This is an optimization exercise on Yosys and OpenROAD, whose aim is a short achievable clock period, not a production implementation.
Power figures rest on the tool's default switching activity, not on a simulated workload.

Design xv11_framer, start of the top module:
module xv11_framer (
    input  wire         clk,
    input  wire         rst,           
    input  wire         variant,       
    input  wire         poll,
    input  wire         in_valid,
    input  wire [7:0]   in_byte,
    input  wire         in_fail,
    output reg          busy,
    output reg          done,
    output reg          failed,
    output reg          wr_valid,
    output reg  [6:0]   wr_group,
    output reg  [127:0] wr_data,
    output reg  [15:0]  speed_raw,
    output reg  [22:0]  speed_sum,
    output reg  [6:0]   good_packets
);
    localparam [10:0] P_REM0 = 11'd1977;   
    localparam [10:0] L_REM0 = 11'd1439;   
    reg         legacy;      
    reg         psearch;     
    reg         sc1;         
    reg  [3:0]  lc;          
    reg         lsp0, lsp1;  
    reg         pfill;       
    reg         lfill;       
    reg  [10:0] rem;         
    reg         lastarm;     
    reg         hdr_ok;      
    reg         w_hunt, w_hdr, w_stop;
    reg  [21:2] pk;          
    reg         idx89;       
    reg  [7:0]  spd_lo, spd_hi;
    reg  [6:0]  sum0, sum1, sum2;    
    reg  [4:0]  sum3;
    reg  [6:0]  good_inc;
    wire take = busy & ~in_fail & in_valid;
    wire fill = pfill | lfill;
    wire is_fa  = (in_byte == 8'hFA);
    wire is_a0  = (in_byte == 8'hA0);
    wire is_f9  = (in_byte == 8'hF9);
    wire is_idx = (in_byte >= 8'hA0) && (in_byte <= 8'hF9);
  ...
Size: about 710 cells after synthesis, ~200 I/O pins.
clock: 4.8 ns
lec_check: 0
abc_clock_period_in_ps: 1600
cap_margin: 20
core_margin: 2
core_utilization: 40
cts_cluster_diameter: 100
cts_cluster_size: 30
setup_slack_margin: 3.2
slew_margin: 20
run.sh (not shown) runs the stock make flow with config.mk's settings and CLKGATE_MAP_FILE= SYNTH_SCRIPT=/design/flow/synth_recipe.tcl, a recipe that flattens the netlist after the stock synthesis.
The starting point completed with no timing, DRC or antenna violations.
==> next run, changes <==
Settings changed: CTS_BUF_LIST set to sky130_fd_sc_hd__clkbuf_16, CTS_CLUSTER_DIAMETER 100 to 60, CTS_CLUSTER_SIZE 30 to 20.
Die area is unchanged.
Final cell count goes up by 2.0%.
Final area goes up by about 3%.
Clock power goes up by 56%.
Synthesized cell count does not change.
Via count goes up by about 1.6%.
Global-route usage goes up by 0.42 points.
Fmax goes down by 1.5%.
Non-clock buffer count goes up by 12.
Setup slack got worse by 31 ps.
No run of this note included a check of the RTL's function; only the layout flow was run.

Setup of alpha:
Another version of the RTL of xv11_framer (not shown whole).
Size in the first run: ~430 flip-flops.
clock: 4.8 ns
lec_check: 0
abc_clock_period_in_ps: 1600
cap_margin: 20
core_margin: 2
core_utilization: 40
setup_slack_margin: 3.2
slew_margin: 20
alpha finished end to end and its layout was clean on timing, DRC and antenna.
[inputs] beta vs alpha
Settings: CTS_CLUSTER_DIAMETER: unset -> 80; SETUP_SLACK_MARGIN: 3.2 -> 3.3; ABC_CLOCK_PERIOD_IN_PS: 1600 -> 1400; CORE_UTILIZATION: 40 -> 50; PLACE_DENSITY: unset -> 0.6; CTS_CLUSTER_SIZE: unset -> 25.
Notes after the runs:
Global-route usage: lower on alpha. On share of the cycle needed by the critical path after routing, alpha tracks beta almost exactly. Shortest clock period the worst path allows after layout on beta is up relative to alpha. Actual transition at the worst max-transition pin, alpha and beta: larger value in alpha. The higher synthesis-to-finish area growth of alpha and beta is in alpha. The final reports for beta and alpha show cell count lower in the former.
No functional check of the RTL was part of any run of this note.

Setup of build 78:
Another version of the RTL of xv11_framer (not shown whole).
Size in the first run: about 790 cells after synthesis, roughly 310 flip-flops, about 200 I/O pins, about 11,000 um^2 of cells after synthesis.
Design xv11_framer, start of the top module:
module xv11_framer (
    input  wire         clk,
    input  wire         rst,           
    input  wire         variant,       
    input  wire         poll,
    input  wire         in_valid,
    input  wire [7:0]   in_byte,
    input  wire         in_fail,
    output reg          busy,
    output reg          done,
    output reg          failed,
    output reg          wr_valid,
    output reg  [6:0]   wr_group,
    output reg  [127:0] wr_data,
    output reg  [15:0]  speed_raw,
    output reg  [22:0]  speed_sum,
    output reg  [6:0]   good_packets
);
clock: 4.8 ns
lec_check: 0
abc_clock_period_in_ps: 1800
cap_margin: 20
core_margin: 2
core_utilization: 40
setup_slack_margin: 3.0
slew_margin: 20
Setup changes, build 78 to build 24
- SETUP_SLACK_MARGIN: 3.0 -> unset
- ABC_CLOCK_PERIOD_IN_PS: 1800 -> unset
[summary]
Build 24 | stages: all done | timing, DRC, antenna: all pass. A capturing element of the worst setup path of wr_group[0] is what build 78 shows, while busy belongs to build 24. Tightest slew margin relative to the limit, build 24 and build 78, higher one = build 78. Final instance area of build 24 falls short of that of build 78 by a little under 10%. [compare] base=build 78 new=build 24: time the worst path needs with I/O delays and setup +0.65 ns; fmax -24%; setup slack of the critical path after layout -0.65 ns; largest stage delay on the critical path +0.24 ns; worst hold margin -0.0092 ns.
[inputs] build 9 vs build 24
- SETUP_SLACK_MARGIN: unset -> 3.2
- ABC_CLOCK_PERIOD_IN_PS: unset -> 1500
- PLACE_DENSITY: unset -> 0.5
- CORE_UTILIZATION: 40 -> 30
[summary]
Build 9 packs its core looser than build 24. Compared with build 24, build 9 shows a higher floorplan die width. Of the two candidates, build 24 has the better final hold slack and build 9 the worse one. Between build 9 and build 24, it is build 9 whose area growth from synthesis to layout is higher, by 18 points. The combinational power share in build 9 was higher than what build 24 gave.
Function was not checked in any run of this note: the RTL went through the layout flow alone.

-- static timing again, ports no longer ideal --
The flow's constraints put no driver on any port. The routed layouts listed below were extracted and timed again, unchanged, in two steps.
Step 1 assumes that a clkbuf_16 drives the clock port and a buf_2 every other input.
Step 2, shift: input delay + t, output delay - t, t = (earliest + latest rising clock arrival at the registers) / 2. This alone moves slack from input paths to output paths.
a / b / c = ideal / step 1 / step 2; a / b = the first two.
run	t (ns)	setup slack, ns	hold slack, ns	worst setup path at the end	worst slew at a driven data input, ns
the first run of note 1	0.534	2.735 / 2.684 / 2.370	0.439 / 0.439 / 0.439	input to register	0.06
the second run of note 1	0.569	2.704 / 2.655 / 2.406	0.418 / 0.418 / 0.418	input to register	0.07
alpha	0.581	2.825 / 2.775 / 2.452	0.332 / 0.332 / 0.332	input to register	0.09
beta	0.576	2.817 / 2.769 / 2.409	0.341 / 0.341 / 0.341	input to register	0.07
build 78	0.611	2.691 / 2.641 / 2.168	0.327 / 0.327 / 0.327	input to register	0.08
build 24	0.536	2.041 / 1.997 / 1.571	0.318 / 0.318 / 0.318	input to register	0.06
build 9	0.565	2.688 / 2.635 / 2.193	0.312 / 0.312 / 0.312	input to register	0.07
After both steps setup and hold are still met in every run listed. The setup slack of build 78, which loses most, moves by -0.050 ns with the drivers and by -0.523 ns with both steps.
